From an optimization exercise on the open Yosys and OpenROAD flow, aimed at small area, a short achievable clock period and few clock cycles per item; shortcuts taken in it are not production practice.
At most, simulation tests tie the RTL to the original design; equivalence was not proved.
Power figures rest on the tool's default switching activity, not on a simulated workload.

pine:
==> flow/design.v <==
module ad5934_freq_encoder (
    input  wire        clk,
    input  wire        rst,         
    input  wire        in_valid,
    output wire        in_ready,
    input  wire [31:0] in_freq,
    input  wire [31:0] in_fclk,
    output reg         out_valid,
    output wire [23:0] out_code,
    output wire        out_err
);
    reg         busy;        
    reg  [4:0]  cnt;         
    reg         err;         
    reg  [32:0] tr;          
    reg         neg;         
    reg  [23:0] qs;          
    assign in_ready = busy && (err || cnt == 5'd24);
    assign out_code = err ? 24'd0 : qs;
    assign out_err  = err;
    wire        rneg = tr[32] ^ neg;
    wire [32:0] a    = busy ? {tr[31:0] ^ {32{tr[32]}}, qs[23] ^ rneg}
                            : {1'b0, in_freq[24:0], in_fclk[31:25]};
    wire [32:0] b    = ~{1'b0, in_fclk};
    wire [32:0] p0   = a ^ b;
    wire [32:0] g0   = (a & b) | {32'd0, p0[0]};
    wire [32:0] gl [0:6];
    wire [32:0] pl [0:6];
    assign gl[0] = g0;
    assign pl[0] = p0;
    genvar l, i;
    generate
        for (l = 0; l < 6; l = l + 1) begin : lvl
            for (i = 0; i < 33; i = i + 1) begin : bitl
                if ((i >> l) & 1) begin : comb
                    localparam integer J = ((i >> l) << l) - 1;
                    assign gl[l+1][i] = gl[l][i] | (pl[l][i] & gl[l][J]);
                    assign pl[l+1][i] = pl[l][i] & pl[l][J];
                end else begin : pass
                    assign gl[l+1][i] = gl[l][i];
                    assign pl[l+1][i] = pl[l][i];
                end
            end
        end
    endgenerate
    wire [32:0] s    = p0 ^ {gl[6][31:0], 1'b1};
    wire        nneg = busy & rneg;
    wire        qbit = ~(s[32] ^ nneg);
    always @(posedge clk) begin
        tr  <= s;
        neg <= nneg;
        if (!busy) begin
            qs  <= in_fclk[24:1];
            err <= (|in_freq[31:25]) | qbit;
            cnt <= 5'd1;
        end else begin
            qs  <= {qs[22:0], qbit};
            cnt <= cnt + 5'd1;
        end
        if (rst) begin
            busy      <= 1'b0;
            out_valid <= 1'b0;
        end else begin
            out_valid <= in_ready && in_valid;
            if (!busy)
                busy <= in_valid;
            else if (in_ready && in_valid)
                busy <= 1'b0;
        end
    end
endmodule
==> flow/config.mk <==
export PLATFORM = sky130hd
export DESIGN_NAME = ad5934_freq_encoder
export DESIGN_NICKNAME = ad5934_freq_encoder
export VERILOG_FILES = /design/flow/design.v
export SDC_FILE = /design/flow/constraint.sdc
export NUM_CORES = 4
export LEC_CHECK = 0
export CAP_MARGIN = 20
export CORE_MARGIN = 2
export CORE_UTILIZATION = 40
export CTS_BUF_LIST = sky130_fd_sc_hd__clkbuf_4 sky130_fd_sc_hd__clkbuf_8
export PLACE_DENSITY = 0.6
export SETUP_SLACK_MARGIN = 1.5
export SLEW_MARGIN = 20
==> flow/constraint.sdc <==
create_clock -name core_clock -period 5.0 [get_ports {clk}]
set_input_delay 1.0000 -clock core_clock [delete_from_list [all_inputs] [get_ports {clk}]]
set_output_delay 1.0000 -clock core_clock [all_outputs]
set_load 0.01 [all_outputs]
standard.sh (not shown) runs the stock make flow with config.mk's settings and CLKGATE_MAP_FILE= SYNTH_SCRIPT=/design/flow/synth_recipe.tcl, a recipe that flattens the netlist after the stock synthesis.
==> flow/flow/run.sh <==
#!/bin/bash
# The standard layout (the standard.sh: standard synthesis, floorplan,
# placement, CTS, routing), with the port buffers that placement inserts on
# every input and output made plain sky130 buffers instead of the default
# delay-buffer cell. Each tool's output is kept in its own log here.
set -euo pipefail
export BUFFER_PORTS_ARGS="-buffer_cell sky130_fd_sc_hd__buf_1"
bash standard.sh > standard_make.log 2>&1
Looking at the reports, pine completed the entire flow and the layout it produced met the timing, design-rule and antenna checks.
#### Input delta (birch over pine)
==> flow/design.v <==
module ad5934_freq_encoder (
    input  wire        clk,
    input  wire        rst,         
    input  wire        in_valid,
    output wire        in_ready,
    input  wire [31:0] in_freq,
    input  wire [31:0] in_fclk,
    output reg         out_valid,
    output wire [23:0] out_code,
    output wire        out_err
);
    reg         busy;        
    reg  [4:0]  cnt;         
    reg         err;         
    reg  [32:0] rem;         
    reg  [23:0] qs;          
    assign in_ready = busy && (err || cnt == 5'd24);
    assign out_code = err ? 24'd0 : qs;
    assign out_err  = err;
    wire [32:0] a    = busy ? {rem[31:0], qs[23]}
                            : {1'b0, in_freq[24:0], in_fclk[31:25]};
    wire        sub  = ~busy | ~rem[32];
    wire [32:0] b    = {33{sub}} ^ {1'b0, in_fclk};
    wire [32:0] p0   = a ^ b;
    wire [32:0] g0   = (a & b) | {32'd0, p0[0] & sub};
    wire [32:0] gl [0:6];
    wire [32:0] pl [0:6];
    assign gl[0] = g0;
    assign pl[0] = p0;
    genvar l, i;
    generate
        for (l = 0; l < 6; l = l + 1) begin : lvl
            for (i = 0; i < 33; i = i + 1) begin : bitl
                if ((i >> l) & 1) begin : comb
                    localparam integer J = ((i >> l) << l) - 1;
                    assign gl[l+1][i] = gl[l][i] | (pl[l][i] & gl[l][J]);
                    assign pl[l+1][i] = pl[l][i] & pl[l][J];
                end else begin : pass
                    assign gl[l+1][i] = gl[l][i];
                    assign pl[l+1][i] = pl[l][i];
                end
            end
        end
    endgenerate
    wire [32:0] sum  = p0 ^ {gl[6][31:0], sub};
    wire        qbit = ~sum[32];
    always @(posedge clk) begin
        rem <= sum;
        if (!busy) begin
            qs  <= in_fclk[24:1];
            err <= (|in_freq[31:25]) | qbit;
            cnt <= 5'd1;
        end else begin
            qs  <= {qs[22:0], qbit};
            cnt <= cnt + 5'd1;
        end
        if (rst) begin
            busy      <= 1'b0;
            out_valid <= 1'b0;
        end else begin
            out_valid <= in_ready && in_valid;
            if (!busy)
                busy <= in_valid;
            else if (in_ready && in_valid)
                busy <= 1'b0;
        end
    end
endmodule
Notes after the runs:
[birch vs pine] internal power summed over all cells: lower in birch
In the flow results for birch and pine, the depth of the critical timing path with buffers and inverters included is larger on pine.
Sequential-to-total area share from yosys stat for birch is lower than for pine.
Looking only at minimum clock period after layout, and setting everything else aside, the higher value of birch and pine goes to pine.
Diff pine -> birch: final cycle utilization of the critical path lower; setup slack after layout higher; total global-route track usage lower.
Testbench counts of birch, summed over its fixed seeds: cycles 46,148, items 2,048.
Only the layout flow was run in pine; the RTL was not checked for function there.

==> static timing again, ports no longer ideal <==
Ports are ideal in the flow. The routed layouts listed here were re-timed in OpenROAD. Step 1, drivers: a clkbuf_16 drives clk and a buf_2 each remaining input, both assumed. Step 2, shift: input delay + t, output delay - t, t = (earliest + latest rising clock arrival at the registers) / 2. This alone moves slack from input paths to output paths. Slacks: ideal / step 1 / step 2; pairs: ideal / step 1.
| run | t (ns) | setup WS [ns] | latest minus earliest clock arrival (ns) | worst register clock-pin slew, ns | worst slew at a driven data input, ns |
|---|---|---|---|---|---|
| pine | 0.389 | 1.549 / 1.549 / 1.189 | 0.010 / 0.009 | 0.08 / 0.08 | 0.04 |
| birch | 0.371 | 1.739 / 1.739 / 1.489 | 0.008 / 0.008 | 0.08 / 0.08 | 0.05 |
After both steps setup and hold are still met in every run listed. The setup slack of pine, which loses most, moves by 0.000 ns with the drivers and by -0.360 ns with both steps.
